Source: an optimization exercise on an open RTL-to-GDS flow (aim: small area, a short achievable clock period and few clock cycles). Production flows keep margins and buffers that such runs may drop. No functional check of the RTL was part of any run shown here. No activity file was given, so power comes from the tool's default toggle rates.

File: design/flow/run.sh
#!/bin/bash
# synth_recipe.tcl (not shown) runs the flow's synth.tcl, then flattens the netlist and writes it again
# the make line also repeats each setting of config.mk as NAME=value (left out here)
make -C /OpenROAD-flow-scripts/flow DESIGN_CONFIG=/design/flow/config.mk WORK_HOME=/design/flow/orfs CLKGATE_MAP_FILE= SYNTH_SCRIPT=/design/flow/synth_recipe.tcl finish
File: design/flow/design.v
module fcsu (
    input  wire        clk,
    input  wire        rst,
    input  wire        h_valid,
    output wire        h_ready,
    input  wire        h_write,
    input  wire        h_word,
    input  wire [17:0] h_addr,
    input  wire [31:0] h_wdata,
    output wire        h_done,
    output wire [31:0] h_rdata,
    output reg         in_en,
    output reg         in_we,
    output reg  [3:0]  in_wmask,
    output reg  [11:0] in_addr,
    output reg  [31:0] in_wdata,
    input  wire [31:0] in_rdata,
    output reg         out_en,
    output reg         out_we,
    output reg  [3:0]  out_wmask,
    output reg  [11:0] out_addr,
    output reg  [31:0] out_wdata,
    input  wire [31:0] out_rdata
);
    localparam [3:0] ST_OK        = 4'h0;
    localparam [3:0] ST_EMPTY     = 4'h1;
    localparam [3:0] ST_LEN_MIS   = 4'h2;
    localparam [3:0] ST_UNK_ITEM  = 4'h3;
    localparam [3:0] ST_TRUNC     = 4'h4;
    localparam [3:0] ST_BAD_WIDTH = 4'h5;
    localparam [3:0] ST_TOO_LONG  = 4'h6;
    localparam [3:0] ST_INV_ARG   = 4'h7;
    localparam [3:0] ST_SMP_END   = 4'h8;
    localparam [3:0] ST_NOT_ARMED = 4'h9;
    localparam [3:0] ST_ILLEGAL   = 4'hA;
    localparam [2:0] S_IDLE = 3'd0;    
    localparam [2:0] S_RDB  = 3'd1;    
    localparam [2:0] S_ENC  = 3'd2;    
    localparam [2:0] S_DEC1 = 3'd3;    
    localparam [2:0] S_DEC2 = 3'd4;    
    localparam [2:0] S_NXW  = 3'd5;    
    localparam [2:0] S_NX2  = 3'd6;    
    localparam [2:0] S_ENC0 = 3'd7;    
    reg [2:0]  state;
    reg        mflag;      
    reg [11:0] k;          
    reg [31:0] type_r, item_r, tlen_r, hdr_r, width_r, soff_r, slen_r;
    reg [13:0] in_len;
    reg [13:0] out_len;
    reg [3:0]  status;
    reg [15:0] r_hdr;
    reg        r_esc;
    reg [15:0] r_c;        
    reg        m_t;
    reg        m_dec;
    reg        su_armed;
    reg [5:0]  su_width;
    reg [13:0] su_off;
    reg [13:0] su_count;
    reg [13:0] su_pos;
    reg [31:0] su_sample;
    reg [13:0] su_p;       
    reg        su_rv;      
    function known_item;
        input [15:0] c;
        begin
            known_item = (c == 16'h0000) || (c == 16'h0018) || (c == 16'h0020) ||
                         (c == 16'h0044) || (c == 16'h008A) || (c == 16'h00B8);
        end
    endfunction
    function [1:0] kind_of;
        input [2:0] t;
        begin
            if (!t[2])          kind_of = 2'd0;
            else if (t == 3'd4) kind_of = 2'd1;
            else if (t == 3'd5) kind_of = 2'd2;
            else                kind_of = 2'd3;
        end
    endfunction
    function [13:0] div3;
        input [13:0] x;
        integer j;
        reg [1:0] r;
        reg [2:0] t;
        begin
            r = 2'd0;
            for (j = 13; j >= 0; j = j - 1) begin
                t = {r, x[j]};
                div3[j] = (t >= 3'd3);
                r = (t >= 3'd3) ? t - 3'd3 : t[1:0];
            end
        end
    endfunction
    wire        idle    = (state == S_IDLE);
    wire        acc     = h_valid && idle;
    wire        a_reg   = (h_addr[17:8] == 10'd0);
    wire        a_in    = (h_addr[17:14] == 4'b0100) && (h_addr[13:0] < 14'd8196);
    wire        a_out   = (h_addr[17:14] == 4'b1000) && (h_addr[13:0] < 14'd8194);
    wire [5:0]  a_off   = h_addr[7:2];
    wire        legal   = (h_wdata[31:3] == 29'd0);
    wire [2:0]  opcode  = h_wdata[2:0];
    wire        wr_reg  = acc && h_write && a_reg;
    wire        cmd_go  = wr_reg && (a_off == 6'h00);
    wire        cmd_ok  = cmd_go && legal;
    wire        op_pack = cmd_ok && (opcode == 3'd1);
    wire        op_unp  = cmd_ok && (opcode == 3'd2);
    wire        op_ctrl = cmd_ok && (opcode == 3'd3);
    wire        op_data = cmd_ok && (opcode == 3'd4);
    wire        op_dec  = cmd_ok && (opcode == 3'd5);
    wire        op_strt = cmd_ok && (opcode == 3'd6);
    wire        op_next = cmd_ok && (opcode == 3'd7);
    wire        op_res  = cmd_ok && (opcode != 3'd0) && (opcode <= 3'd4);
    wire        in_wr   = acc && h_write && a_in;
    wire        len_wr  = wr_reg && (a_off == 6'h09);
    wire [31:0] wd = h_wdata & {32{~rst}};
    wire        pack_inv  = (type_r[31:3] != 29'd0) || tlen_r[31];
    wire        pack_esc  = type_r[2] && (tlen_r == 32'd8194);
    wire        pack_long = (tlen_r[31:13] != 19'd0);
    wire        pack_ok   = !pack_inv && (pack_esc || !pack_long);
    wire        up_ok   = (hdr_r[31:16] == 16'd0);
    wire        up_esc  = hdr_r[15] && (hdr_r[12:0] == 13'd0);
    wire        ctrl_inv  = (type_r[31:2] != 30'd0) || !known_item(item_r[15:0]) ||
                            (item_r[31:16] != 16'd0);
    wire        ctrl_long = (in_len > 14'd8187);
    wire        ctrl_ok   = !ctrl_inv && !ctrl_long;
    wire        data_inv  = (type_r[31:3] != 29'd0) || !type_r[2] ||
                            (!type_r[1] && in_len < 14'd2);
    wire        data_esc  = (in_len == 14'd8192);
    wire        data_long = !data_esc && (in_len > 14'd8189);
    wire        data_ok   = !data_inv && !data_long;
    wire [13:0] enc_total = in_len + {11'd0, opcode == 3'd3, opcode != 3'd3, 1'b0};
    wire        enc_esc   = (opcode != 3'd3) && data_esc;
    wire [15:0] enc_word  = {type_r[2:0], enc_esc ? 13'd0 : enc_total[12:0]};
    wire        enc_ok    = (opcode == 3'd3) ? ctrl_ok : data_ok;
    wire        width_ok  = (width_r[31:6] == 26'd0) && (width_r[5:0] != 6'd0) &&
                            (width_r[5:0] <= 6'd32);
    wire [14:0] win_end   = {1'b0, soff_r[13:0]} + {1'b0, slen_r[13:0]};
    wire        win_bad   = (soff_r[31:14] != 18'd0) || (slen_r[31:14] != 18'd0) ||
                            (win_end > {1'b0, in_len});
    wire        start_ok  = width_ok && !win_bad;
    wire [5:0]  width_p7  = width_r[5:0] + 6'd7;
    wire [1:0]  start_b   = width_p7[4:3];           
    reg  [13:0] start_count;
    always @(*) begin
        case (start_b)
            2'd1:    start_count = slen_r[13:0];
            2'd2:    start_count = {1'b0, slen_r[13:1]};
            2'd3:    start_count = div3(slen_r[13:0]);
            default: start_count = {2'b0, slen_r[13:2]};
        endcase
    end
    wire [5:0]  su_wp7  = su_width + 6'd7;
    wire [2:0]  su_bps  = su_wp7[5:3];
    wire [1:0]  su_o    = su_p[1:0];
    wire [3:0]  su_oe   = {2'b0, su_o} + {1'b0, su_bps};
    wire        su_span = su_oe[2] && (su_oe[1:0] != 2'd0);    
    wire        su_more = su_armed && (su_pos != su_count);
    wire        nx_slow = su_more && (!su_rv || su_span);
    wire [13:0] su_pn   = su_p + {11'd0, su_bps};
    wire [2:0]  rd_type   = m_t ? r_hdr[15:13] : 3'd0;
    wire [1:0]  rd_kind   = kind_of(rd_type);
    wire [15:0] rd_item   = (rd_type[2] && rd_type[1:0] != 2'd0) ? 16'd0 : r_c;
    wire [15:0] rd_seq    = (rd_type == 3'd5) ? r_c : 16'd0;
    wire [13:0] rd_declen = !m_t ? 14'd0 : r_esc ? 14'd8194 : {1'b0, r_hdr[12:0]};
    wire        rd_off4   = !(r_hdr[15] && r_hdr[14]);
    wire [2:0]  rd_boff   = !m_dec ? 3'd0 : rd_off4 ? 3'd4 : 3'd2;
    wire [13:0] rd_blen   = m_dec ? rd_declen - {11'd0, rd_boff} : 14'd0;
    reg [31:0] reg_rdata;
    always @(*) begin
        case (a_off)
            6'h01: reg_rdata = {28'd0, status};
            6'h02: reg_rdata = type_r;
            6'h03: reg_rdata = item_r;
            6'h04: reg_rdata = tlen_r;
            6'h05: reg_rdata = hdr_r;
            6'h06: reg_rdata = width_r;
            6'h07: reg_rdata = soff_r;
            6'h08: reg_rdata = slen_r;
            6'h09: reg_rdata = {18'd0, in_len};
            6'h0A: reg_rdata = {18'd0, out_len};
            6'h0B: reg_rdata = {30'd0, rd_kind};
            6'h0C: reg_rdata = {29'd0, rd_type};
            6'h0D: reg_rdata = {16'd0, rd_item};
            6'h0E: reg_rdata = {16'd0, rd_seq};
            6'h0F: reg_rdata = {29'd0, rd_boff};
            6'h10: reg_rdata = {18'd0, rd_blen};
            6'h11: reg_rdata = {16'd0, r_hdr};
            6'h12: reg_rdata = {18'd0, rd_declen};
            6'h13: reg_rdata = {31'd0, r_esc};
            6'h14: reg_rdata = {10'd0, su_width, 5'd0, su_bps, 7'd0, su_armed};
            6'h15: reg_rdata = {18'd0, su_off};
            6'h16: reg_rdata = {18'd0, su_count};
            6'h17: reg_rdata = {18'd0, su_pos};
            6'h18: reg_rdata = su_sample;
            6'h19: reg_rdata = 32'h4643_5301;
            6'h1A: reg_rdata = 32'd8196;
            default: reg_rdata = 32'd0;
        endcase
    end
    wire        rdb      = (state == S_RDB);
    wire [1:0]  rsel     = rdb ? k[1:0] : su_o;
    wire [63:0] rot2     = {in_rdata, in_rdata} >> {rsel, 3'b000};
    wire [31:0] rot      = rot2[31:0];
    wire [7:0]  out_byte = out_rdata[8*k[1:0] +: 8];
    wire        enc      = (state == S_ENC);
    wire [11:0] enc_oa   = k - {11'd0, mflag};           
    wire        enc_last = ({enc_oa, mflag, 1'b0} >= in_len);
    wire slow_cmd  = (op_ctrl && ctrl_ok) || (op_data && data_ok) || op_dec ||
                     (op_next && nx_slow);
    wire host_in   = acc && a_in;
    wire host_rdb  = acc && !h_write && (a_in || a_out);
    wire fast_done = acc && !host_rdb && !slow_cmd;
    wire nx_step1  = (op_next && su_more && su_rv) || (state == S_NXW && su_rv);
    wire nx_step2  = (state == S_NX2);
    wire nx_fin    = (nx_step1 && !su_span) || nx_step2;
    wire su_fetch  = su_armed && !su_rv && ((idle && !host_in) || state == S_NXW);
    wire su_fetch2 = nx_step1 && su_span;
    reg done_c;
    always @(*) begin
        case (state)
            S_IDLE:  done_c = fast_done;
            S_RDB:   done_c = 1'b1;
            S_ENC:   done_c = enc_last;
            S_DEC2:  done_c = 1'b1;
            S_NXW:   done_c = su_rv && !su_span;
            S_NX2:   done_c = 1'b1;
            default: done_c = 1'b0;
        endcase
    end
    assign h_ready = idle;
    assign h_done  = done_c;
    assign h_rdata = rdb ? {24'd0, mflag ? out_byte : rot[7:0]} :
                     a_reg ? reg_rdata : 32'd0;
    always @(*) begin
        in_en    = 1'b0;
        in_we    = 1'b0;
        in_wmask = h_word ? 4'hF : (4'b0001 << h_addr[1:0]);
        in_wdata = h_word ? h_wdata : {4{h_wdata[7:0]}};
        in_addr  = su_p[13:2];
        if (host_in) begin
            in_en   = 1'b1;
            in_we   = h_write;
            in_addr = h_addr[13:2];
        end else if (enc || state == S_ENC0 || state == S_DEC1) begin
            in_en   = 1'b1;
            in_addr = k;
        end else if (su_fetch2) begin
            in_en   = 1'b1;
            in_addr = su_pn[13:2];
        end else if (su_fetch) begin
            in_en   = 1'b1;
        end
    end
    always @(*) begin
        out_en    = 1'b0;
        out_we    = enc;
        out_wmask = 4'hF;
        out_addr  = enc ? enc_oa : h_addr[13:2];
        out_wdata[15:0]  = (mflag || k == 12'd0) ? r_c : in_rdata[15:0];
        out_wdata[31:16] = mflag ? in_rdata[15:0] : (k == 12'd0) ? item_r[15:0] : in_rdata[31:16];
        if (enc)
            out_en = 1'b1;
        else if (acc && !h_write && a_out)
            out_en = 1'b1;
    end
    wire [15:0] dec_w    = in_rdata[15:0];
    wire [15:0] dec_c    = in_rdata[31:16];
    wire [2:0]  dec_t    = dec_w[15:13];
    wire        dec_esc  = dec_t[2] && (dec_w[12:0] == 13'd0);
    wire [13:0] dec_decl = dec_esc ? 14'd8194 : {1'b0, dec_w[12:0]};
    wire        dec_sub  = !(dec_t[2] && dec_t[1]);           
    wire        dec2     = (state == S_DEC2);
    wire        dec_empty = (in_len < 14'd2);
    wire        dec_lmis = (in_len != dec_decl);
    wire        dec_trnc = dec_sub && (in_len < 14'd4);
    wire        dec_unk  = dec_sub && (dec_t != 3'd5) && !known_item(dec_c);
    wire        dec_ok   = !dec_empty && !dec_lmis && !dec_trnc && !dec_unk;
    always @(posedge clk) begin
        if (rst) begin
            state <= S_IDLE;
        end else begin
            case (state)
                S_IDLE: begin
                    if (host_rdb)                   state <= S_RDB;
                    if (op_ctrl && ctrl_ok)         state <= S_ENC;
                    if (op_data && data_ok)         state <= S_ENC0;
                    if (op_dec)                     state <= S_DEC1;
                    if (op_next && su_more)
                        state <= !su_rv ? S_NXW : su_span ? S_NX2 : S_IDLE;
                end
                S_ENC0:  state <= S_ENC;
                S_ENC:   if (enc_last) state <= S_IDLE;
                S_DEC1:  state <= S_DEC2;
                S_NXW:   if (su_rv) state <= su_span ? S_NX2 : S_IDLE;
                default: state <= S_IDLE;
            endcase
        end
    end
    always @(posedge clk) begin
        if (acc)
            mflag <= op_data || (!h_write && a_out);
        if (acc)
            k <= {10'd0, h_addr[1:0] & {2{!h_write}}};
        else if (enc || state == S_ENC0)
            k <= k + 12'd1;
    end
    always @(posedge clk) begin
        if (rst || (wr_reg && a_off == 6'h02)) type_r  <= wd;
        if (rst || (wr_reg && a_off == 6'h03)) item_r  <= wd;
        if (rst || (wr_reg && a_off == 6'h04)) tlen_r  <= wd;
        if (rst || (wr_reg && a_off == 6'h05)) hdr_r   <= wd;
        if (rst || (wr_reg && a_off == 6'h06)) width_r <= wd;
        if (rst || (wr_reg && a_off == 6'h07)) soff_r  <= wd;
        if (rst || (wr_reg && a_off == 6'h08)) slen_r  <= wd;
        if (rst || (len_wr && h_wdata <= 32'd8196)) in_len <= wd[13:0];
    end
    always @(posedge clk) begin
        if (rst || op_ctrl || op_data)
            out_len <= (enc_ok && !rst) ? enc_total : 14'd0;
    end
    reg [3:0] st_nx;
    reg       st_ld;
    always @(*) begin
        st_ld = 1'b1;
        st_nx = ST_OK;
        if (cmd_go && !legal)
            st_nx = ST_ILLEGAL;
        else if (cmd_go) begin
            case (opcode)
                3'd1: st_nx = pack_inv ? ST_INV_ARG : pack_ok ? ST_OK : ST_TOO_LONG;
                3'd2: st_nx = up_ok ? ST_OK : ST_INV_ARG;
                3'd3: st_nx = ctrl_inv ? ST_INV_ARG : ctrl_long ? ST_TOO_LONG : ST_OK;
                3'd4: st_nx = data_inv ? ST_INV_ARG : data_long ? ST_TOO_LONG : ST_OK;
                3'd5: st_ld = 1'b0;
                3'd6: st_nx = !width_ok ? ST_BAD_WIDTH : win_bad ? ST_INV_ARG : ST_OK;
                3'd7: begin
                    st_nx = !su_armed ? ST_NOT_ARMED : ST_SMP_END;
                    st_ld = !su_more;
                end
                default: st_nx = ST_OK;
            endcase
        end else if (dec2)
            st_nx = dec_empty ? ST_EMPTY : dec_lmis ? ST_LEN_MIS :
                    dec_trnc ? ST_TRUNC : dec_unk ? ST_UNK_ITEM : ST_OK;
        else if (nx_fin)
            st_nx = ST_OK;
        else
            st_ld = 1'b0;
    end
    always @(posedge clk) begin
        if (rst || st_ld) status <= st_nx & {4{~rst}};
    end
    always @(posedge clk) begin
        if (rst || op_res || dec2) begin
            r_hdr <= 16'd0; r_esc <= 1'b0; m_t <= 1'b0; m_dec <= 1'b0;
            if (!rst) begin
                if (op_pack && pack_ok) begin
                    r_hdr <= {type_r[2:0], pack_esc ? 13'd0 : tlen_r[12:0]};
                    r_esc <= pack_esc;
                end
                if (op_unp && up_ok) begin
                    r_hdr <= hdr_r[15:0];
                    r_esc <= up_esc;
                    m_t   <= 1'b1;
                end
                if ((op_ctrl || op_data) && enc_ok) begin
                    r_hdr <= enc_word;
                    r_esc <= enc_esc;
                end
                if (dec2 && dec_ok) begin
                    r_hdr <= dec_w;
                    r_esc <= dec_esc;
                    m_t   <= 1'b1;
                    m_dec <= 1'b1;
                end
            end
        end
    end
    always @(posedge clk) begin
        if (rst || op_res || dec2 || enc) begin
            r_c <= 16'd0;
            if (!rst) begin
                if ((op_ctrl || op_data) && enc_ok)
                    r_c <= enc_word;
                if (dec2 && dec_ok && dec_sub)
                    r_c <= dec_c;
                if (enc && !enc_last)
                    r_c <= in_rdata[31:16];
            end
        end
    end
    wire su_dis = in_wr || len_wr;
    always @(posedge clk) begin
        if (rst || su_dis || op_strt)
            su_armed <= !rst && !su_dis && start_ok;
        if (rst || op_strt) begin
            su_width <= (start_ok && !rst) ? width_r[5:0] : 6'd0;
            su_off   <= (start_ok && !rst) ? soff_r[13:0] : 14'd0;
            su_count <= (start_ok && !rst) ? start_count : 14'd0;
        end
        if (rst || op_strt || nx_fin)
            su_pos <= (rst || op_strt) ? 14'd0 : su_pos + 14'd1;
        if (op_strt || nx_fin)
            su_p <= op_strt ? soff_r[13:0] : su_pn;
        if (rst || op_strt || su_fetch || su_fetch2 || in_en || (nx_fin && su_oe == 4'd4))
            su_rv <= !rst && !op_strt && (su_fetch || su_fetch2);
    end
    integer i;
    always @(posedge clk) begin
        for (i = 0; i < 4; i = i + 1) begin
            if (rst || op_strt || nx_step1 || (nx_step2 && i + su_o >= 4 && i < su_bps))
                su_sample[8*i +: 8] <= (!rst && !op_strt && i < su_bps &&
                                        (nx_step2 || i + su_o < 4)) ? rot[8*i +: 8] : 8'd0;
        end
    end
endmodule
File: design/flow/config.mk
export PLATFORM = sky130hd
export DESIGN_NAME = fcsu
export DESIGN_NICKNAME = fcsu
export VERILOG_FILES = /design/flow/design.v
export SDC_FILE = /design/flow/constraint.sdc
export NUM_CORES = 4
export LEC_CHECK = 0
export CAP_MARGIN = 20
export CORE_MARGIN = 2
export CORE_UTILIZATION = 40
export SETUP_SLACK_MARGIN = 3.5
export SLEW_MARGIN = 20
File: design/flow/constraint.sdc
create_clock -name core_clock -period 10.0 [get_ports {clk}]
set_input_delay 2.0000 -clock core_clock [delete_from_list [all_inputs] [get_ports {clk}]]
set_output_delay 2.0000 -clock core_clock [all_outputs]
set_load 0.01 [all_outputs]
==> results of run 1 <==
## metal layers
metal | GRT usage, % | wire length, µm | up-vias
li1 | - | - | 10200
met5 | 0 | 22 | -
met1 | 50.1 | 48400 | 11800
met4 | 16.4 | 6410 | 4
met3 | 9.54 | 15100 | 295
met2 | 54.5 | 52000 | 1773
## final cells by class
class                           instances  area, µm²  area share (%)
Clock buffer                           59       1220            3.77
Clock inverter                         27        308           0.951
Inverter                               70        269           0.831
Multi-Input combinational cell       1842      13200            40.8
Sequential cell                       403      12000            37.0
Tap cell                              837       1050            3.23
Timing Repair Buffer                  462       4340            13.4
## cells in the mapped netlist (all sizes together) (22+ instances only)
master	count	area, µm²
a21oi	133	666
a221oi	46	403
a222oi	36	360
a22o	30	263
a22oi	82	616
a31oi	24	150
and2	37	234
and3	22	138
buf	31	181
clkbuf	142	533
edfxtp	390	11700
ha	65	813
inv	69	259
mux2	29	327
mux2i	56	561
nand2	259	972
nand2b	29	181
nand3	59	295
nand4	38	238
nor2	208	781
nor2b	70	445
nor3	62	310
nor4	65	422
o21ai	112	561
or3	23	144
xnor2	56	490
xor2	50	438
## worst min-delay path: cells and delay by family, from the launching register on
family,cells,cell delay (ns)
flops,1,0.38
compound gates,2,0.17
## per-stage QoR
stage               instance area [µm²]  cells  hold WS [ns]  setup TNS [ns]
finish                            32400   3700         0.598               0
global route                      32400   3700         0.634         -0.0690
CTS                               31600   3666         0.598               0
detailed placement                28700   3472         0.578               0
global placement                  28700   3472         0.571               0
floorplan                         25200   2486         0.492               0
## sequential cells by signal (all words and copies together) (netlist names), 16 cells and up
register and cells:
r_c 16, slen_r 32, type_r 32, item_r 32, su_sample 32, hdr_r 32, r_hdr 16, width_r 32
tlen_r 32, soff_r 32
## layout by cell type (no fill, tap or decap), drive strengths merged, types with 22 or more instances in the layout
cell	netlist	layout
a221oi	46	46
a22oi	82	82
a222oi	36	36
nand2b	29	29
nor2	208	209
mux2i	56	56
ha	65	65
clkdlybuf4s50	0	183
and3	22	22
edfxtp	390	390
nor2b	70	70
o21ai	112	112
a21oi	133	133
xor2	50	50
inv	69	72
clkbuf	142	62
nor3	62	62
nand3	59	59
and2	37	37
xnor2	56	56
a22o	30	30
nand4	38	38
mux2	29	29
nand2	259	259
buf	31	247
or3	23	23
a31oi	24	24
nor4	65	65
## final timing paths
kind	end	depth (start not counted)	startpoint
hold / removal	k[5]	2	k[5]
hold reg to reg	k[5]	2	k[5]
setup reg to reg	su_count[0]	58	slen_r[13]
setup / recovery	su_count[0]	58	slen_r[13]
## power by group
| group | internal (mW) | leakage (nW) | switching, mW | total [mW] |
|---|---|---|---|---|
| combinational | 0.686 | 7.04 | 0.726 | 1.41 |
| clock | 0.960 | 0.729 | 0.770 | 1.73 |
| sequential | 1.97 | 3.93 | 0.166 | 2.14 |
| total | 3.62 | 11.7 | 1.66 | 5.28 |
## cells by family after synthesis
| logic type | count (synthesis) |
|---|---|
| AOI/OAI and AO/OA | 649 |
| xor gates and xnor gates | 106 |
| adders and majority gates | 69 |
| buffers and inverters | 243 |
| DFF | 403 |
| muxes | 93 |
| other | 1 |
| and+or+nand+nor | 919 |
## repair_timing
item	in CTS	in global routing
hold buffers	0	0
setup buffers	107	31
endpoints found under the hold margin	0	0
endpoints found under the setup margin	54	75
cloned	1	3
resized for setup	341	97
pin swaps	75	58
==> impl_metrics.toml, run 1 <==
[sta]
fin_crit_sh_pct = 95.6
setup_violations = 0
fin_skew_ns = 0.0392
rsz0062_at_grt = "yes"
worstMarginPinSlew_ns = 1.21
slew_headroom_pct = 18.8
period_needed_ns = 9.56
setup_slack_ns = 0.439
drv_slew = 0
timing.fmax_mhz = 105
hold_viol = 0

[layout]
diodes = 0
fill_cells = 5590
nets = 3014
area_growth_pct = 29.5
utilization_pct = 52.5
drive_gt1_share_pct = 19.4

[synthesis]
seq_area_frac_synth_pct = 47.9
synth.distinct_cells = 96
yosys.area_share.simple_pct = 18.2
synth_compound_area_share_pct = 18.4
synthAdderAreaFrac_pct = 3.57
synth-edff-count = 390
yosys_register_bits = 403
async_flop_share_pct = 0
synth_area_um2 = 25000
synth-xor-area-share_pct = 3.71
ys_warn_count = 1
muxShareOfSynthArea_pct = 4.27
syn_area_per_cell_um2 = 10.1
synth_cells = 2483
synthFlopType = "edfxtp_1"
synth_top_family_by_area = "compound AO/OA/AOI/OAI gates"

[drt]
drc_errors = 0
via_per_inst = 6.51
dr.pass1.iters = 9
wl_per_cell_um = 33.0
vias = 24100
ant_nets = 0
finalWirelength_um = 122000
drtIter0Drc = 3436

[setup_path]
path_max_fanout = 5
crit_family = "simple AND/OR/NAND/NOR gates"
reg2reg_slack_ns = 0.44
critPathMostFrequentCell = "ha_2"
start_kind = "flip-flop"
max_stage_delay_ns = 0.45
crit_buf_inv = 6
crit_arrival_ns = 9.99
endpoint_kind = "flip-flop"
critPathKind = "reg -> reg"
cpMaxStageDelayCell = "edfxtp_1"
crit_required_ns = 10.43

[floorplan]
die_area_um2 = 64500
start_util_pct = 40.5
die_h_um = 254
core_area_um2 = 61700
die_x_um = 254
fp-row-count = 91
ios = 253

[cts]
tritoncts = "yes"
numCtsBuffers = 47
cts-root-buf = "clkbuf_16"
clkLatencyLatePin_ns = 0.63
cts_buffer_depth = 3
htree_levels = 2
clkTransAtPathRegs_ns = 0.06
cts_num_sinks = 403

[pwr]
total_power_mw = 5.28
worst_ir_drop_vdd_mv = 0.121
p_per_area_nw_per_um2 = 163
leakage_nw = 11.7

[placement]
dpl.hpwl_um = 88500
port_buffers = 248
place_ws_ns = 0.0941
gp_congestion = 1.01

[job]
drv_cap = 0

[hold_path]
hp-class = "reg -> reg"

[global_route]
antenna_found_initial = 4
grt_start_max_net_pins = 57
grt_overflow = 0
grt_pass1_vias = 22400
grtUsageTotal_pct = 36.6
grt_pass1_wl_um = 168000

[outcome]
status = "timing/DRC/antenna clean"
==> inputs of run 2 (changes only) <==
--- a/design/flow/config.mk
+++ b/design/flow/config.mk
@@ -9,4 +9,4 @@
 export CORE_MARGIN = 2
 export CORE_UTILIZATION = 40
-export SETUP_SLACK_MARGIN = 3.5
+export SETUP_SLACK_MARGIN = 4.5
 export SLEW_MARGIN = 20
==> run 2 against run 1 <==
Sequential share of layout area is 1.7 points lower. Synthesized cell count unchanged. Clock skew down 0.011 ns. Final area up 4.9%. Critical path type unchanged. First-iteration DRC count increased by 7.2%. Flip-flop and latch count did not move. Maximum frequency is 0.48% higher.
==> impl_metrics.toml, run 2 <==
[sta]
holdWs_ns = 0.592
slew_headroom_pct = 19.0
hold_viol = 0
setup_violations = 0
drv_slew = 0
period_needed_ns = 9.51
rsz0062_at_grt = "yes"
finalSetupTns_ns = 0
fin_crit_sh_pct = 95.1
fin_skew_ns = 0.0282
timing.fmax_mhz = 105
worstMarginPinSlew_ns = 1.21
setup_slack_ns = 0.485

[synthesis]
synth_area_um2 = 25000
synth_compound_area_share_pct = 18.4
synth-edff-count = 390
yosys.area.top_type_share_pct = 46.8
yosys.area.top_type = "edfxtp_1"
synth_top_family_by_area = "compound AO/OA/AOI/OAI gates"
synthFlopType = "edfxtp_1"
yosys_register_bits = 403
muxShareOfSynthArea_pct = 4.27
async_flop_share_pct = 0
synth-xor-area-share_pct = 3.71
synthAdderAreaFrac_pct = 3.57
yosys.area_share.simple_pct = 18.2
synth_cells = 2483
ys_warn_count = 1
synthTopCellsByCount = "edfxtp_1, nand2_1, nor2_1"
seq_area_frac_synth_pct = 47.9
yosys-top-cells-area = "edfxtp_1, nand2_1, ha_1"
syn_area_per_cell_um2 = 10.1
synth.distinct_cells = 96
synth_most_common_cell = "edfxtp_1"

[pwr]
p_per_area_nw_per_um2 = 157
power_frac_comb_pct = 26.7
worst_ir_drop_vdd_mv = 0.110
intPower_mw = 3.67
switchingPower_mw = 1.66
switching_share_pct = 31.1
total_power_mw = 5.33
p_clk_share_pct = 33.3
leakage_nw = 12.5
pwr-share-seq_pct = 39.9

[floorplan]
fp-row-count = 91
die_x_um = 254
die_h_um = 254
die_area_um2 = 64500
start_util_pct = 40.5
ios = 253
core_area_um2 = 61700

[layout]
nets = 3133
final_cells = 3821
layout_commonest_cell = "edfxtp_1"
area_growth_pct = 35.8
drive_gt1_share_pct = 25.8
final_cell_mix = "edfxtp_1, nand2_1, buf_4, nor2_1, clkdlybuf4s50_1"

[cts]
numCtsBuffers = 46
tritoncts = "yes"
cts-root-buf = "clkbuf_16"
clkTransAtPathRegs_ns = 0.06
clkLatencyLatePin_ns = 0.61
cts_num_sinks = 403
htree_levels = 2
cts_buffer_depth = 3

[placement]
dpl.hpwl_um = 89100
port_buffers = 248
place_ws_ns = -0.154
gp_congestion = 1.00
dp_cells = 3464

[setup_path]
crit_arrival_ns = 9.85
path_max_fanout = 6
critPathKind = "reg -> reg"
cpMaxStageDelayCell = "edfxtp_1"
max_stage_delay_ns = 0.50
start_kind = "flip-flop"
endpoint_kind = "flip-flop"
crit_required_ns = 10.34
critPathMostFrequentCell = "ha_4"

[global_route]
grt_pass1_vias = 22800
antenna_found_initial = 7
grt_overflow = 0
grtUsageTotal_pct = 37.7
grt_pass1_wl_um = 172000
grt_start_max_net_pins = 57

[drt]
drc_errors = 0
via_per_inst = 6.51
finalWirelength_um = 127000
ant_nets = 0
vias = 24900
dr.pass1.iters = 7
wl_per_cell_um = 33.1
drtIter0Drc = 3682

[outcome]
status = "timing/DRC/antenna clean"

[job]
drv_cap = 0

[hold_path]
hp-class = "reg -> reg"
==> run 2: cell counts after synthesis <==
Identical to the previous run, type by type.
==> run 2: timing repair <==
item,CTS,global route
pin swaps,93,85
setup endpoints to repair,250,195
hold endpoints to repair,0,0
gates resized for setup,348,245
cloned,5,4
setup buffers,143,118
hold buffers,0,0
==> run 2: worst max-delay path: cells and delay by family, from the launching register on <==
kind / cells / cell delay (ns)
DFF: 1 / 0.50
buffers and inverters: 9 / 0.93
muxes: 3 / 0.44
and+or+nand+nor: 20 / 2.38
adders and majority gates: 11 / 2.23
AOI/OAI and AO/OA: 16 / 2.73
==> run 2: through the flow <==
stage	utilization [%]	cell area [µm²]
CTS	52.2	32200
global placement	46.9	28900
global route	55.0	33900
floorplan	-	25800
finish	55.0	34000
detailed placement	46.9	28900
==> run 2: power by group through the flow <==
stage | clock network (mW) | logic [mW] | registers, mW
after floorplan | 0 | 0.694 | 2.06
after global placement | 0 | 1.02 | 2.15
after detailed placement | 0 | 1.05 | 2.15
after CTS | 1.78 | 1.21 | 2.12
after global routing | 1.85 | 1.51 | 2.13
final | 1.78 | 1.42 | 2.13
==> run 2: final cells by class <==
cell class	instances	area [µm²]
fill	5381	27700
multi-input combinational	1845	13800
antenna	6	15.0
clock buffer	51	1170
sequential	403	12000
clock inverter	30	388
timing repair buffer	579	5340
tap	837	1050
inverter	70	269
==> run 2: worst paths after layout <==
kind	from	end	slack [ns]	cells after the start
max	slen_r[11]	su_count[0]	0.49	59
min	k[5]	k[5]	0.59	2
max reg2reg	slen_r[11]	su_count[0]	0.49	59
min reg2reg	k[5]	k[5]	0.59	2
==> run 2: routing by layer <==
layer	part of all wire (%)	vias up	track usage (%)
met5	0.028	-	0
met4	5.0	2	16.5
met3	13	302	9.11
met2	43	1904	56.5
met1	39	12200	51.7
li1	-	10500	-
==> run 2: logic make-up (layout without fill, tap and decap cells) <==
family / Yosys count / after routing
buffers and inverters: 243 / 730
other: 1 / 10
XOR/XNOR: 106 / 106
multiplexers: 93 / 93
adder cells (fa/ha/maj): 69 / 69
flip-flops: 403 / 403
AND/OR/NAND/NOR: 919 / 924
AO/OA/AOI/OAI: 649 / 649
==> inputs of run 3 (changes only) <==
--- a/design/flow/design.v
+++ b/design/flow/design.v
@@ -34,15 +34,16 @@
     localparam [3:0] ST_NOT_ARMED = 4'h9;
     localparam [3:0] ST_ILLEGAL   = 4'hA;
-    localparam [2:0] S_IDLE = 3'd0;    
-    localparam [2:0] S_RDB  = 3'd1;    
-    localparam [2:0] S_ENC  = 3'd2;    
-    localparam [2:0] S_DEC1 = 3'd3;    
-    localparam [2:0] S_DEC2 = 3'd4;    
-    localparam [2:0] S_NXW  = 3'd5;    
-    localparam [2:0] S_NX2  = 3'd6;    
-    localparam [2:0] S_ENC0 = 3'd7;    
-    reg [2:0]  state;
+    localparam [3:0] S_IDLE = 4'd0;    
+    localparam [3:0] S_RDB  = 4'd1;    
+    localparam [3:0] S_ENC  = 4'd2;    
+    localparam [3:0] S_DEC1 = 4'd3;    
+    localparam [3:0] S_DEC2 = 4'd4;    
+    localparam [3:0] S_NXW  = 4'd5;    
+    localparam [3:0] S_NX2  = 4'd6;    
+    localparam [3:0] S_ENC0 = 4'd7;    
+    localparam [3:0] S_DIV  = 4'd8;    
+    reg [3:0]  state;
     reg        mflag;      
-    reg [11:0] k;          
+    reg [1:0]  lane;       
     reg [31:0] type_r, item_r, tlen_r, hdr_r, width_r, soff_r, slen_r;
     reg [13:0] in_len;
@@ -78,18 +79,4 @@
         end
     endfunction
-    function [13:0] div3;
-        input [13:0] x;
-        integer j;
-        reg [1:0] r;
-        reg [2:0] t;
-        begin
-            r = 2'd0;
-            for (j = 13; j >= 0; j = j - 1) begin
-                t = {r, x[j]};
-                div3[j] = (t >= 3'd3);
-                r = (t >= 3'd3) ? t - 3'd3 : t[1:0];
-            end
-        end
-    endfunction
     wire        idle    = (state == S_IDLE);
     wire        acc     = h_valid && idle;
@@ -129,5 +116,6 @@
     wire        data_long = !data_esc && (in_len > 14'd8189);
     wire        data_ok   = !data_inv && !data_long;
-    wire [13:0] enc_total = in_len + {11'd0, opcode == 3'd3, opcode != 3'd3, 1'b0};
+    wire        enc_dat   = idle ? (opcode != 3'd3) : mflag;
+    wire [13:0] enc_total = in_len + {11'd0, !enc_dat, enc_dat, 1'b0};
     wire        enc_esc   = (opcode != 3'd3) && data_esc;
     wire [15:0] enc_word  = {type_r[2:0], enc_esc ? 13'd0 : enc_total[12:0]};
@@ -139,4 +127,5 @@
                             (win_end > {1'b0, in_len});
     wire        start_ok  = width_ok && !win_bad;
+    wire        start_div = start_ok && (start_b == 2'd3);
     wire [5:0]  width_p7  = width_r[5:0] + 6'd7;
     wire [1:0]  start_b   = width_p7[4:3];           
@@ -146,5 +135,5 @@
             2'd1:    start_count = slen_r[13:0];
             2'd2:    start_count = {1'b0, slen_r[13:1]};
-            2'd3:    start_count = div3(slen_r[13:0]);
+            2'd3:    start_count = slen_r[13:0];    
             default: start_count = {2'b0, slen_r[13:2]};
         endcase
@@ -199,13 +188,18 @@
     end
     wire        rdb      = (state == S_RDB);
-    wire [1:0]  rsel     = rdb ? k[1:0] : su_o;
+    wire [1:0]  rsel     = rdb ? lane : su_o;
     wire [63:0] rot2     = {in_rdata, in_rdata} >> {rsel, 3'b000};
     wire [31:0] rot      = rot2[31:0];
-    wire [7:0]  out_byte = out_rdata[8*k[1:0] +: 8];
+    wire [7:0]  out_byte = out_rdata[8*lane +: 8];
     wire        enc      = (state == S_ENC);
-    wire [11:0] enc_oa   = k - {11'd0, mflag};           
-    wire        enc_last = ({enc_oa, mflag, 1'b0} >= in_len);
+    wire [11:0] k        = out_len[11:0];
+    wire [13:0] k_inc    = out_len + 14'd1;
+    wire        enc_last = ({k, mflag, 1'b0} >= in_len);
+    wire        div      = (state == S_DIV);
+    wire [2:0]  div_t    = {lane, su_count[13]};
+    wire        div_q    = (div_t >= 3'd3);
+    wire        div_last = (su_pos[3:0] == 4'd13);
     wire slow_cmd  = (op_ctrl && ctrl_ok) || (op_data && data_ok) || op_dec ||
-                     (op_next && nx_slow);
+                     (op_next && nx_slow) || (op_strt && start_div);
     wire host_in   = acc && a_in;
     wire host_rdb  = acc && !h_write && (a_in || a_out);
@@ -225,4 +219,5 @@
             S_NXW:   done_c = su_rv && !su_span;
             S_NX2:   done_c = 1'b1;
+            S_DIV:   done_c = div_last;
             default: done_c = 1'b0;
         endcase
@@ -242,7 +237,10 @@
             in_we   = h_write;
             in_addr = h_addr[13:2];
-        end else if (enc || state == S_ENC0 || state == S_DEC1) begin
+        end else if (enc || state == S_ENC0) begin
             in_en   = 1'b1;
-            in_addr = k;
+            in_addr = (enc && mflag) ? k_inc[11:0] : k;
+        end else if (state == S_DEC1) begin
+            in_en   = 1'b1;
+            in_addr = 12'd0;
         end else if (su_fetch2) begin
             in_en   = 1'b1;
@@ -256,5 +254,5 @@
         out_we    = enc;
         out_wmask = 4'hF;
-        out_addr  = enc ? enc_oa : h_addr[13:2];
+        out_addr  = enc ? k : h_addr[13:2];
         out_wdata[15:0]  = (mflag || k == 12'd0) ? r_c : in_rdata[15:0];
         out_wdata[31:16] = mflag ? in_rdata[15:0] : (k == 12'd0) ? item_r[15:0] : in_rdata[31:16];
@@ -288,4 +286,5 @@
                     if (op_next && su_more)
                         state <= !su_rv ? S_NXW : su_span ? S_NX2 : S_IDLE;
+                    if (op_strt && start_div)       state <= S_DIV;
                 end
                 S_ENC0:  state <= S_ENC;
@@ -293,4 +292,5 @@
                 S_DEC1:  state <= S_DEC2;
                 S_NXW:   if (su_rv) state <= su_span ? S_NX2 : S_IDLE;
+                S_DIV:   if (div_last) state <= S_IDLE;
                 default: state <= S_IDLE;
             endcase
@@ -300,8 +300,6 @@
         if (acc)
             mflag <= op_data || (!h_write && a_out);
-        if (acc)
-            k <= {10'd0, h_addr[1:0] & {2{!h_write}}};
-        else if (enc || state == S_ENC0)
-            k <= k + 12'd1;
+        if (acc || div)
+            lane <= acc ? (h_addr[1:0] & {2{!h_write}}) : div_q ? div_t[1:0] - 2'd3 : div_t[1:0];
     end
     always @(posedge clk) begin
@@ -316,6 +314,6 @@
     end
     always @(posedge clk) begin
-        if (rst || op_ctrl || op_data)
-            out_len <= (enc_ok && !rst) ? enc_total : 14'd0;
+        if (rst || op_ctrl || op_data || enc)
+            out_len <= (rst || !enc) ? 14'd0 : enc_last ? enc_total : k_inc;
     end
     reg [3:0] st_nx;
@@ -398,7 +396,8 @@
             su_off   <= (start_ok && !rst) ? soff_r[13:0] : 14'd0;
             su_count <= (start_ok && !rst) ? start_count : 14'd0;
-        end
-        if (rst || op_strt || nx_fin)
-            su_pos <= (rst || op_strt) ? 14'd0 : su_pos + 14'd1;
+        end else if (div)
+            su_count <= {su_count[12:0], div_q};
+        if (rst || op_strt || nx_fin || div)
+            su_pos <= (rst || op_strt || (div && div_last)) ? 14'd0 : su_pos + 14'd1;
         if (op_strt || nx_fin)
             su_p <= op_strt ? soff_r[13:0] : su_pn;
--- a/design/flow/config.mk
+++ b/design/flow/config.mk
@@ -9,4 +9,4 @@
 export CORE_MARGIN = 2
 export CORE_UTILIZATION = 40
-export SETUP_SLACK_MARGIN = 4.5
+export SETUP_SLACK_MARGIN = 4.0
 export SLEW_MARGIN = 20
==> run 3 against run 2 <==
Final area fell by 6.3%. Non-clock buffer count fell by 121. Register-to-register slack better by 3.9 ns. Clock skew rose by 0.029 ns. Clock-buffer cell count up 6. Wire length up 4.6%. Global-route usage is 3.2 points higher. Die area down 1.8%. First-iteration DRC count increased by 7.9%. Cell count fell by 8.3%. Maximum frequency up 42%. Utilization shrank 2.4 points.
==> impl_metrics.toml, run 3 <==
[sta]
slew_headroom_pct = 6.61
setup_slack_ns = 3.28
timing.fmax_mhz = 149
finalSetupTns_ns = 0
drv_slew = 0
holdWs_ns = 0.689
fin_crit_sh_pct = 67.2
setup_violations = 0
rsz0062_at_grt = "yes"
worstMarginPinSlew_ns = 1.39
period_needed_ns = 6.72
hold_viol = 0
fin_skew_ns = 0.0570

[synthesis]
yosys.area.top_type_share_pct = 47.7
async_flop_share_pct = 0
synthTopCellsByCount = "edfxtp_1, nand2_1, nor2_1"
yosys-top-cells-area = "edfxtp_1, nand2_1, mux4_2"
synth-edff-count = 390
synth.distinct_cells = 88
synth_area_um2 = 24500
syn_area_per_cell_um2 = 10.4
synth_most_common_cell = "edfxtp_1"
seq_area_frac_synth_pct = 48.1
synth_cells = 2350
yosys.area.top_type = "edfxtp_1"
yosys_register_bits = 394
synthFlopType = "edfxtp_1"
ys_warn_count = 1

[setup_path]
critPathKind = "reg -> out"
crit_buf_inv = 2
crit_arrival_ns = 4.72
crit_family = "simple AND/OR/NAND/NOR gates"
max_stage_delay_ns = 0.44
path_max_fanout = 2
ff2ff_path_depth = 21
start_kind = "flip-flop"
critPathMostFrequentCell = "a21oi_2"
crit_required_ns = 8.00
cpMaxStageDelayCell = "edfxtp_1"
cp_cell_sequence = "ha_2 -> inv_2 -> fa_2 -> nor2b_2 -> o31a_1 -> o21ai_2 -> a21oi_2 -> o21ai_1 -> nand2b_1 -> a21oi_2 -> xnor2_1 -> ha_1 -> a21o_1 -> a21oi_2 -> or3b_4 -> o21ai_2 -> nand4_1 -> nor3_4 -> or4_4 -> nand3_4 -> buf_6"
endpoint_kind = "primary output"
cp_num_cells = 21

[drt]
finalWirelength_um = 132000
dr.pass1.iters = 9
drtIter0Drc = 3973
wl_per_cell_um = 37.8
vias = 24100
via_per_inst = 6.88
drc_errors = 0
ant_nets = 0

[pwr]
intPower_mw = 3.20
switching_share_pct = 30.2
worst_ir_drop_vdd_mv = 0.116
power_frac_comb_pct = 16.7
p_clk_share_pct = 37.3
p_per_area_nw_per_um2 = 144
leakage_nw = 11.3
pwr-share-seq_pct = 46.1
switchingPower_mw = 1.39

[cts]
holdBufCountCts = 0
cts-root-buf = "clkbuf_16"
tritoncts = "yes"
cts_buffer_depth = 3
htree_levels = 2
clkTransAtPathRegs_ns = 0.06
clkLatencyLatePin_ns = 0.63
numCtsBuffers = 46
cts_num_sinks = 394

[floorplan]
ios = 253
start_util_pct = 40.6
fp-row-count = 90
die_h_um = 252
die_x_um = 252
core_area_um2 = 60500
die_area_um2 = 63300

[layout]
final_cell_mix = "edfxtp_1, nand2_1, nor2_1, clkdlybuf4s50_1, buf_4"
drive_gt1_share_pct = 22.8
seq_area_um2 = 11800
area_growth_pct = 29.7
multiInputGateArea_um2 = 13000
fill_cells = 5293
layout_commonest_cell = "edfxtp_1"
final_cells = 3502
nets = 2856

[placement]
dp_cells = 3274
place_ws_ns = 1.76
port_buffers = 248
gp_congestion = 1.03
dpl.hpwl_um = 96800

[global_route]
antenna_found_initial = 8
grt_overflow = 0
grt_start_max_net_pins = 54
grt_pass1_vias = 22200
grt_pass1_wl_um = 180000
grtUsageTotal_pct = 40.9

[outcome]
status = "timing/DRC/antenna clean"

[job]
drv_cap = 0

[hold_path]
hp-class = "reg -> reg"
whs_path_depth = 2
## run 3: cell types whose count changed in the layout (fill, tap and decap cells not counted), sizes merged, moves of 13 or more
cell | before | now
mux2i | 56 | 35
inv | 70 | 44
or3 | 23 | 10
mux4 | 8 | 40
nor3 | 62 | 39
nor2 | 212 | 175
a22oi | 82 | 111
a21oi | 133 | 103
buf | 385 | 282
nand2 | 259 | 279
## run 3: final timing paths
check / startpoint / end / slack (ns)
worst max-delay path: soff_r[0] / h_done / 3.28
worst min-delay path: su_count[5] / su_count[6] / 0.69
worst max register to register: soff_r[0] / su_count[13] / 4.38
worst min register to register: su_count[5] / su_count[6] / 0.69
## run 3: stage by stage
step / util [%] / cell area [µm²] / power, mW
3_3_place_gp: 46.2 / 27900 / 2.80
4_1_cts: 51.8 / 31300 / 4.54
3_5_place_dp: 46.2 / 28000 / 2.80
2_1_floorplan: - / 24600 / 2.40
6_report: 52.6 / 31800 / 4.59
5_1_grt: 52.6 / 31800 / 4.69
## run 3: power groups by stage
stage               Clock [mW]  Combinational [mW]  Sequential, mW
floorplan                    0               0.381            2.02
global placement             0               0.658            2.14
detailed placement           0               0.666            2.14
CTS                       1.71               0.728            2.10
global route              1.78               0.800            2.11
finish                    1.71               0.765            2.12
## run 3: per-layer routing
metal	global-route usage (%)	share of wire (%)	vias up
met5	1.00	0.10	-
met4	19.5	5.6	10
met3	12.7	14	349
met2	57.9	41	2043
met1	56.6	39	12000
li1	-	-	9701
## run 3: worst min-delay path: stages (launching register included)
cell and delay [ns]:
edfxtp_1 0.44, nand2_1 0.07, o21ai_0 0.07
## run 3: what timing repair did
item | in CTS | in global routing
setup buffers | 100 | 34
gates resized for setup | 574 | 95
gates cloned | 6 | 0
endpoints found under the setup margin | 73 | 61
pin swaps | 128 | 56
## run 3: cell families after synthesis
logic type,count (synthesis),share of synthesized area (%)
compound gates,576,16.5
xor+xnor,113,4.09
fa+ha+maj,57,3.03
buf+inv,224,3.93
flops,394,48.1
mux,102,6.34
other cells,1,0.0153
simple gates,883,18.0
## run 3: layout make-up
cell class / instances / area share (%)
Antenna cell: 3 / 0.0236
Clock inverter: 28 / 0.935
Sequential cell: 394 / 37.0
Multi-Input combinational cell: 1737 / 40.9
Inverter: 43 / 0.519
Tap cell: 782 / 3.07
Clock buffer: 57 / 3.75
Timing Repair Buffer: 458 / 13.7
==> inputs of run 4 (changes only) <==
--- a/design/flow/config.mk
+++ b/design/flow/config.mk
@@ -9,4 +9,4 @@
 export CORE_MARGIN = 2
 export CORE_UTILIZATION = 40
-export SETUP_SLACK_MARGIN = 4.0
+export SETUP_SLACK_MARGIN = 5.0
 export SLEW_MARGIN = 20
==> run 4 against run 3 <==
Flip-flop and latch count is the same. Clock power is essentially flat. Die area is the same. Utilization grew 1.4 points. Via count grew 1.1%. Clock-buffer cell count shrank 10. Global-route usage shrank 0.64 points. Synthesized cell count is the same. Maximum frequency shrank 1.1%. Critical path depth shrank 9. Worst hold slack gained 0.0041 ns.
==> impl_metrics.toml, run 4 <==
[outcome]
status = "timing/DRC/antenna clean"

[layout]
multiInputGateArea_um2 = 13200
area_growth_pct = 33.1
final_cell_mix = "edfxtp_1, nand2_1, buf_4, nor2_1, a22oi_1"
final_cells = 3560
layout_commonest_cell = "edfxtp_1"
utilization_pct = 54.0
fill_cells = 5254
seq_area_um2 = 11800
nets = 2919
drive_gt1_share_pct = 26.8

[cts]
tritoncts = "yes"
htree_levels = 2
clkTransAtPathRegs_ns = 0.06
cts-root-buf = "clkbuf_16"
holdBufCountCts = 0
cts_buffer_depth = 3
cts_num_sinks = 394
clkLatencyLatePin_ns = 0.62
numCtsBuffers = 44

[floorplan]
start_util_pct = 40.6
die_h_um = 252
ios = 253
die_x_um = 252
fp-row-count = 90
core_area_um2 = 60500
die_area_um2 = 63300

[synthesis]
synth_most_common_cell = "edfxtp_1"
synth_cells = 2350
yosys.area.top_type_share_pct = 47.7
synth-edff-count = 390
synthTopCellsByCount = "edfxtp_1, nand2_1, nor2_1"
synth.distinct_cells = 88
synthFlopType = "edfxtp_1"
yosys.area.top_type = "edfxtp_1"
seq_area_frac_synth_pct = 48.1
yosys_register_bits = 394
synth_area_um2 = 24500
ys_warn_count = 1
yosys-top-cells-area = "edfxtp_1, nand2_1, mux4_2"
async_flop_share_pct = 0
syn_area_per_cell_um2 = 10.4

[sta]
worstMarginPinSlew_ns = 1.16
rsz0062_at_grt = "yes"
drv_slew = 0
fin_crit_sh_pct = 67.9
timing.fmax_mhz = 147
setup_violations = 0
slew_headroom_pct = 22.5
hold_viol = 0
fin_skew_ns = 0.0330
finalSetupTns_ns = 0
period_needed_ns = 6.79
holdWs_ns = 0.693

[placement]
dpl.hpwl_um = 90600
gp_congestion = 1.04
dp_cells = 3259
port_buffers = 248

[setup_path]
path_max_fanout = 7
start_kind = "input port"
crit_required_ns = 8.00
critPathKind = "in -> out"
endpoint_kind = "primary output"
crit_arrival_ns = 4.79

[drt]
vias = 24300
wl_per_cell_um = 36.6
drc_errors = 0
dr.pass1.iters = 9
finalWirelength_um = 130000
drtIter0Drc = 3985
via_per_inst = 6.84
ant_nets = 0

[global_route]
grt_pass1_wl_um = 178000
grtUsageTotal_pct = 40.2
grt_pass1_vias = 22600
grt_overflow = 0
antenna_found_initial = 9
grt_start_max_net_pins = 53

[hold_path]
hp-class = "reg -> reg"

[pwr]
leakage_nw = 12.0
total_power_mw = 4.59
p_per_area_nw_per_um2 = 141
worst_ir_drop_vdd_mv = 0.128

[job]
drv_cap = 0
run 4: cell counts after synthesis:
No cell type changed its count.
run 4: through the flow:
| step | cell area (µm²) | setup WS, ns |
|---|---|---|
| 2_1_floorplan | 25000 | 3.85 |
| 3_3_place_gp | 28000 | 1.38 |
| 3_5_place_dp | 28100 | 1.41 |
| 4_1_cts | 32100 | 3.22 |
| 5_1_grt | 32700 | 3.12 |
| 6_report | 32700 | 3.21 |
run 4: path summary, 6_finish.rpt:
kind | end | startpoint | slack (ns) | cells past startpoint
worst max register to register | su_count[13] | slen_r[0] | 5.31 | 22
worst min register to register | su_count[1] | su_count[0] | 0.69 | 2
worst max-delay path | in_addr[4] | h_addr[12] | 3.21 | 12
worst min-delay path | su_count[1] | su_count[0] | 0.69 | 2
run 4: logic make-up (layout without fill, tap and decap cells):
logic type	Yosys count	in the layout	synth area share [%]
compound gates	576	576	16.5
xor+xnor	113	113	4.09
fa+ha+maj	57	57	3.03
buf+inv	224	642	3.93
flops	394	394	48.1
mux	102	102	6.34
other cells	1	5	0.0153
simple gates	883	889	18.0
run 4: routing by layer:
| layer | track usage [%] | vias to the layer above | share of wire [%] |
|---|---|---|---|
| met5 | 0 | - | 0.095 |
| met4 | 21.5 | 18 | 6.7 |
| met3 | 13.6 | 390 | 15 |
| met2 | 57.2 | 2094 | 41 |
| met1 | 54.0 | 12000 | 37 |
| li1 | - | 9839 | - |
run 4: cell type report:
class | instances | area share, %
Inverter | 43 | 0.509
Timing Repair Buffer | 519 | 15.6
Clock inverter | 33 | 1.11
Multi-Input combinational cell | 1741 | 40.3
Tap cell | 782 | 3.00
Sequential cell | 394 | 36.1
Clock buffer | 47 | 3.40
Antenna cell | 1 | 0.00766
run 4: report_power, final:
group	leakage (nW)	switching, mW	total [mW]	internal, mW
Sequential	3.85	0.166	2.11	1.94
Combinational	7.40	0.469	0.787	0.318
Clock	0.709	0.752	1.70	0.945
Total	12.0	1.39	4.59	3.20
run 4: timing repair:
item / 4_1_cts / 5_1_grt
gates cloned: 11 / 0
endpoints found under the setup margin: 427 / 102
gates resized for setup: 844 / 83
pin swaps: 132 / 50
buffers inserted: 175 / 33
run 4: worst max-delay path, cell delays in order:
cell and delay (ns):
buf_6 0.09, or4_4 0.55, nor4_4 0.37, nand4_1 0.34, nor4b_4 0.37, buf_4 0.17
buf_12 0.11, o211ai_1 0.10, xnor2_1 0.19, a221oi_2 0.25, a21oi_2 0.09, buf_2 0.15
==> inputs of run 5 (changes only) <==
--- a/design/flow/design.v
+++ b/design/flow/design.v
@@ -127,5 +127,5 @@
                             (win_end > {1'b0, in_len});
     wire        start_ok  = width_ok && !win_bad;
-    wire        start_div = start_ok && (start_b == 2'd3);
+    wire        start_div = (start_b == 2'd3);
     wire [5:0]  width_p7  = width_r[5:0] + 6'd7;
     wire [1:0]  start_b   = width_p7[4:3];           
@@ -203,4 +203,5 @@
                      (op_next && nx_slow) || (op_strt && start_div);
     wire host_in   = acc && a_in;
+    wire host_sel  = idle && h_addr[16];     
     wire host_rdb  = acc && !h_write && (a_in || a_out);
     wire fast_done = acc && !host_rdb && !slow_cmd;
@@ -208,5 +209,5 @@
     wire nx_step2  = (state == S_NX2);
     wire nx_fin    = (nx_step1 && !su_span) || nx_step2;
-    wire su_fetch  = su_armed && !su_rv && ((idle && !host_in) || state == S_NXW);
+    wire su_fetch  = su_armed && !su_rv && ((idle && !h_addr[16]) || state == S_NXW);
     wire su_fetch2 = nx_step1 && su_span;
     reg done_c;
@@ -227,26 +228,22 @@
     assign h_rdata = rdb ? {24'd0, mflag ? out_byte : rot[7:0]} :
                      a_reg ? reg_rdata : 32'd0;
+    reg [11:0] eng_addr;
     always @(*) begin
-        in_en    = 1'b0;
-        in_we    = 1'b0;
+        if (enc || state == S_ENC0)
+            eng_addr = (enc && mflag) ? k_inc[11:0] : k;
+        else if (state == S_DEC1)
+            eng_addr = 12'd0;
+        else if (su_rv)
+            eng_addr = su_pn[13:2];      
+        else
+            eng_addr = su_p[13:2];
+    end
+    always @(*) begin
+        in_en    = host_in || enc || state == S_ENC0 || state == S_DEC1 ||
+                   su_fetch2 || su_fetch;
+        in_we    = host_sel && h_write;
         in_wmask = h_word ? 4'hF : (4'b0001 << h_addr[1:0]);
         in_wdata = h_word ? h_wdata : {4{h_wdata[7:0]}};
-        in_addr  = su_p[13:2];
-        if (host_in) begin
-            in_en   = 1'b1;
-            in_we   = h_write;
-            in_addr = h_addr[13:2];
-        end else if (enc || state == S_ENC0) begin
-            in_en   = 1'b1;
-            in_addr = (enc && mflag) ? k_inc[11:0] : k;
-        end else if (state == S_DEC1) begin
-            in_en   = 1'b1;
-            in_addr = 12'd0;
-        end else if (su_fetch2) begin
-            in_en   = 1'b1;
-            in_addr = su_pn[13:2];
-        end else if (su_fetch) begin
-            in_en   = 1'b1;
-        end
+        in_addr  = host_sel ? h_addr[13:2] : eng_addr;
     end
     always @(*) begin
--- a/design/flow/config.mk
+++ b/design/flow/config.mk
@@ -6,7 +6,8 @@
 export NUM_CORES = 4
 export LEC_CHECK = 0
+export ABC_CLOCK_PERIOD_IN_PS = 2000
 export CAP_MARGIN = 20
 export CORE_MARGIN = 2
 export CORE_UTILIZATION = 40
-export SETUP_SLACK_MARGIN = 5.0
+export SETUP_SLACK_MARGIN = 4.0
 export SLEW_MARGIN = 20
==> run 5 against run 4 <==
Synthesized cell count is 0.47% higher. Area after synthesis is 0.75% higher. Cell count decreased by 2.8%. Utilization down 2.1 points. Still clean on timing, DRC and antenna. Maximum frequency increased by 9.2%. Largest power group unchanged. First-iteration DRC count rose by 5.4%. Global-route usage is 0.27 points higher. Clock skew up 0.030 ns. Sequential share of layout area rose by 0.92 points.
==> impl_metrics.toml, run 5 <==
[outcome]
status = "timing/DRC/antenna clean"

[synthesis]
ys_warn_count = 1
yosys_register_bits = 394
synth_cells = 2361
yosys.area.top_type_share_pct = 47.4
seq_area_frac_synth_pct = 47.7
yosys-top-cells-area = "edfxtp_1, nand2_1, mux4_2"
synthTopCellsByCount = "edfxtp_1, nand2_1, nor2_1"
yosys.area.top_type = "edfxtp_1"
synth-edff-count = 390
synth_most_common_cell = "edfxtp_1"
syn_area_per_cell_um2 = 10.5
async_flop_share_pct = 0
synthFlopType = "edfxtp_1"
synth.distinct_cells = 96
synth_area_um2 = 24700

[floorplan]
ios = 253
core_area_um2 = 61400
die_area_um2 = 63800
fp-row-count = 91
die_x_um = 253
start_util_pct = 40.3
die_h_um = 253

[layout]
final_cell_mix = "edfxtp_1, nand2_1, clkdlybuf4s50_1, nor2_1, buf_4"
nets = 2805
drive_gt1_share_pct = 21.1
utilization_pct = 51.9
area_growth_pct = 28.8
layout_commonest_cell = "edfxtp_1"
finalInstanceArea_um2 = 31800

[sta]
finalSetupTns_ns = 0
period_needed_ns = 6.22
drv_slew = 0
slew_headroom_pct = 12.8
worstMarginPinSlew_ns = 1.31
hold_viol = 0
timing.fmax_mhz = 161
setup_violations = 0
holdWs_ns = 0.718
fin_crit_sh_pct = 62.2
rsz0062_at_grt = "yes"
fin_skew_ns = 0.0626

[drt]
finalWirelength_um = 133000
wl_per_cell_um = 38.3
vias = 24000
drc_errors = 0
drtIter0Drc = 4199
via_per_inst = 6.95
dr.pass1.iters = 9
ant_nets = 0

[cts]
cts_buffer_depth = 3
cts_num_sinks = 394
numCtsBuffers = 46
clkLatencyLatePin_ns = 0.63
clkTransAtPathRegs_ns = 0.06
htree_levels = 2
cts-root-buf = "clkbuf_16"
tritoncts = "yes"

[setup_path]
ff2ff_path_depth = 17
endpoint_kind = "primary output"
path_max_fanout = 8
crit_required_ns = 8.00
start_kind = "input port"
critPathKind = "in -> out"
crit_arrival_ns = 4.22

[global_route]
grt_pass1_vias = 22300
grt_pass1_wl_um = 180000
grt_overflow = 0
antenna_found_initial = 8
grtUsageTotal_pct = 40.5
grt_start_max_net_pins = 55

[job]
drv_cap = 0

[pwr]
power_frac_comb_pct = 15.7
worst_ir_drop_vdd_mv = 0.127
p_per_area_nw_per_um2 = 147
pwr-share-seq_pct = 45.6
leakage_nw = 11.1
p_clk_share_pct = 38.6
intPower_mw = 3.27
total_power_mw = 4.67
switchingPower_mw = 1.40
switching_share_pct = 30.1

[placement]
dpl_cell_area_um2 = 27900
port_buffers = 248
dpl.hpwl_um = 95800
gp_congestion = 1.02

[hold_path]
whs_path_depth = 2
hp-class = "reg -> reg"
## run 5: cell count changes after synthesis, sizes merged, moves of 11 or more
cell    before  now
a32o         2   13
nand2      279  247
o211ai      21   10
a22o        30   17
nand4       38   51
nor2       174  158
## run 5: timing repair
action                     in CTS  in global routing
pin swaps                      74                 68
cloned                          7                  1
setup endpoints to repair      48                 46
gates resized for setup       450                126
buffers inserted               65                 28
hold endpoints to repair        0                  0
hold buffers                    0                  0
## run 5: cell families (layout without fill, tap and decap cells)
kind of cell | Yosys count | in the layout | synth area share, %
simple gates | 871 | 871 | 18.3
compound gates | 591 | 591 | 16.7
flops | 394 | 394 | 47.7
buf+inv | 236 | 539 | 4.10
xor+xnor | 111 | 111 | 3.93
mux | 100 | 100 | 6.25
fa+ha+maj | 57 | 57 | 3.01
other cells | 1 | 7 | 0.0152
## run 5: routing by layer
metal  vias up  wire length, µm  track usage [%]
met5         -               52                0
met4        10             8600             21.4
met3       366            18100             13.3
met2      1963            55300             58.3
met1     12000            50600             54.0
li1       9683                -                -
## run 5: worst max-delay path, stage by stage
cell	delay [ns]
buf_12	0.12
buf_12	0.12
or4b_4	0.26
nor2_4	0.08
buf_12	0.15
a222oi_1	0.84
nand4_1	0.23
o21ba_4	0.28
buf_6	0.12
## run 5: stage by stage
| step | worst slack, ns | cells |
|---|---|---|
| after floorplan | 4.00 | 2364 |
| after global placement | 1.88 | 3269 |
| after detailed placement | 1.84 | 3270 |
| after CTS | 3.82 | 3428 |
| after global routing | 3.76 | 3457 |
| final | 3.78 | 3460 |
## run 5: path summary, 6_finish.rpt
check                                 from           end  slack [ns]
worst min-delay path            su_pos[13]    su_pos[13]        0.72
worst min register to register  su_pos[13]    su_pos[13]        0.72
worst max register to register   soff_r[1]  su_count[12]        4.59
worst max-delay path             h_addr[4]    h_rdata[9]        3.78
## run 5: area by class of cell
class / instances / area, µm²
fill: 5391 / 29500
multi-input combinational: 1734 / 13200
sequential: 394 / 11800
timing repair buffer: 404 / 4040
clock buffer: 51 / 1170
tap: 790 / 988
clock inverter: 35 / 418
inverter: 49 / 188
antenna: 3 / 7.51
## run 5: power by group through the flow
| stage | Combinational, mW | Clock [mW] | Sequential [mW] |
|---|---|---|---|
| after floorplan | 0.387 | 0 | 2.02 |
| after global placement | 0.663 | 0 | 2.15 |
| after detailed placement | 0.671 | 0 | 2.14 |
| after CTS | 0.701 | 1.80 | 2.11 |
| after global routing | 0.774 | 1.87 | 2.12 |
| final | 0.735 | 1.80 | 2.13 |
==> inputs of run 6 (changes only) <==
--- a/design/flow/config.mk
+++ b/design/flow/config.mk
@@ -6,8 +6,7 @@
 export NUM_CORES = 4
 export LEC_CHECK = 0
-export ABC_CLOCK_PERIOD_IN_PS = 2000
 export CAP_MARGIN = 20
 export CORE_MARGIN = 2
 export CORE_UTILIZATION = 40
-export SETUP_SLACK_MARGIN = 4.0
+export SETUP_SLACK_MARGIN = 4.5
 export SLEW_MARGIN = 20
==> run 6 against run 5 <==
Die area unchanged. Highest routed layer unchanged. Sequential share of layout area shrank 0.89 points. Sequential power about the same. First-iteration DRC count decreased by 0.26%. Critical endpoint is now h_rdata[11]. Wire length fell by 0.75%. Global-route usage down 1.0 points. Non-clock buffer count grew 78. Area after synthesis did not move. Utilization increased by 1.3 points. Register-to-register slack gained 0.12 ns.
==> impl_metrics.toml, run 6 <==
[cts]
numCtsBuffers = 44
cts-root-buf = "clkbuf_16"
holdBufCountCts = 0
clkLatencyLatePin_ns = 0.62
cts_num_sinks = 394
clkTransAtPathRegs_ns = 0.06
htree_levels = 2
cts_buffer_depth = 3
tritoncts = "yes"

[layout]
fill_cells = 5315
area_growth_pct = 32.0
seq_area_um2 = 11800
layout_commonest_cell = "edfxtp_1"
utilization_pct = 53.2
final_cell_mix = "edfxtp_1, nand2_1, buf_4, nor2_1, clkdlybuf4s50_1"
drive_gt1_share_pct = 24.5
multiInputGateArea_um2 = 13400
nets = 2884

[synthesis]
seq_area_frac_synth_pct = 47.7
synth_most_common_cell = "edfxtp_1"
yosys-top-cells-area = "edfxtp_1, nand2_1, mux4_2"
yosys.area.top_type_share_pct = 47.4
syn_area_per_cell_um2 = 10.5
synthTopCellsByCount = "edfxtp_1, nand2_1, nor2_1"
yosys_register_bits = 394
synth_area_um2 = 24700
synth-edff-count = 390
ys_warn_count = 1
synth_cells = 2361
synthFlopType = "edfxtp_1"
yosys.area.top_type = "edfxtp_1"
synth.distinct_cells = 96
async_flop_share_pct = 0

[setup_path]
cp_cell_sequence = "buf_12 -> or4b_4 -> nor2_4 -> buf_12 -> a222oi_1 -> nand3_1 -> a221oi_2 -> a31oi_2 -> buf_2"
cpMaxStageDelayCell = "a222oi_1"
ff2ff_path_depth = 16
reg2reg_slack_ns = 4.71
worstSetupStartpoint = "h_addr[4]"
crit_family = "compound AO/OA/AOI/OAI gates"
critPathMostFrequentCell = "buf_12"
critical_path.endpoint = "h_rdata[11]"
timing.rr.end = "su_count[12]"
start_kind = "input port"
max_stage_delay_ns = 0.84
r2r-start = "soff_r[2]"
crit_arrival_ns = 4.25
critPathKind = "in -> out"
cp_num_cells = 9
crit_buf_inv = 3
crit_required_ns = 8.00
endpoint_kind = "primary output"
path_max_fanout = 6

[sta]
hold_viol = 0
fin_crit_sh_pct = 62.5
setup_violations = 0
fin_skew_ns = 0.0381
drv_slew = 0
slew_headroom_pct = 15.1
rsz0062_at_grt = "yes"
timing.fmax_mhz = 160
period_needed_ns = 6.25
finalSetupTns_ns = 0
worstMarginPinSlew_ns = 1.27

[drt]
wl_per_cell_um = 37.2
finalWirelength_um = 132000
ant_nets = 0
drtIter0Drc = 4188
dr.pass1.iters = 13
drc_errors = 0
vias = 24500
via_per_inst = 6.94

[pwr]
worst_ir_drop_vdd_mv = 0.113
leakage_nw = 11.6
total_power_mw = 4.61
p_per_area_nw_per_um2 = 141

[floorplan]
ios = 253
die_h_um = 253
start_util_pct = 40.3
die_x_um = 253
core_area_um2 = 61400
die_area_um2 = 63800
fp-row-count = 91

[job]
drv_cap = 0

[global_route]
grt_start_max_net_pins = 52
grt_pass1_vias = 22500
antenna_found_initial = 6
grtUsageTotal_pct = 39.5
grt_pass1_wl_um = 176000
grt_overflow = 0

[hold_path]
min_from = "su_count[10]"
hp-class = "reg -> reg"

[placement]
dpl.hpwl_um = 92200
port_buffers = 248
gp_congestion = 1.05

[outcome]
status = "timing/DRC/antenna clean"
## run 6: cell counts after synthesis
Identical to the previous run, type by type.
## run 6: worst min-delay path by stage
stage / end / cells past startpoint
4_1_cts: su_count[11] / 2
5_1_grt: su_count[11] / 2
3_3_place_gp: su_count[11] / 2
6_report: su_count[11] / 2
3_5_place_dp: su_count[10] / 2
2_1_floorplan: su_count[7] / 2
## run 6: cells by family after synthesis
group,synth area share [%]
AOI/OAI and AO/OA,16.7
xor gates and xnor gates,3.93
adders and majority gates,3.01
buffers and inverters,4.10
DFF,47.7
muxes,6.25
other,0.0152
and+or+nand+nor,18.3
## run 6: layout make-up
type,count,area share (%)
timing repair buffer,482,14.6
multi-input combinational,1737,41.0
sequential,394,36.1
antenna,4,0.0307
inverter,49,0.575
clock inverter,28,1.14
clock buffer,52,3.47
tap,790,3.03
## run 6: layer usage
layer / share of wire, % / GRT usage [%] / vias to the layer above / wire (µm)
li1: - / - / 9849 / -
met1: 37 / 52.3 / 12100 / 48400
met2: 41 / 56.6 / 2129 / 54200
met3: 14 / 11.8 / 490 / 18700
met4: 7.8 / 24.2 / 4 / 10200
met5: 0.019 / 0 / - / 25
## run 6: report_power, final
group | total (mW) | switching, mW | internal (mW)
sequential | 2.14 | 0.194 | 1.94
clock | 1.72 | 0.740 | 0.977
combinational | 0.755 | 0.455 | 0.300
total | 4.61 | 1.39 | 3.22
## run 6: timing repair
action / 4_1_cts / 5_1_grt
gates resized for setup: 496 / 194
setup buffers: 103 / 65
setup endpoints to repair: 238 / 91
gates cloned: 11 / 8
endpoints found under the hold margin: 0 / 0
pin swaps: 92 / 100
## run 6: stage by stage
| step | cell area, µm² | instances | setup slack, ns | hold WS, ns |
|---|---|---|---|---|
| detailed placement | 28100 | 3265 | 2.14 | 0.668 |
| CTS | 31500 | 3459 | 3.90 | 0.687 |
| global placement | 28100 | 3265 | 2.15 | 0.663 |
| global route | 32600 | 3532 | 3.80 | 0.729 |
| floorplan | 25100 | 2364 | 4.12 | 0.567 |
| finish | 32600 | 3536 | 3.75 | 0.709 |
## run 6: tightest hold or removal path, delay by kind of cell (launching register included)
kind	cells	cell delay (ns)
flops	1	0.46
simple gates	1	0.07
compound gates	1	0.07

Check on run 6: ideal ports give 3.749 ns setup slack; a clkbuf_16 on the clock port and buf_2 on the inputs give 3.670 ns; moving port delays by the midpoint clock arrival (0.671 ns) as well gives 3.670 ns.
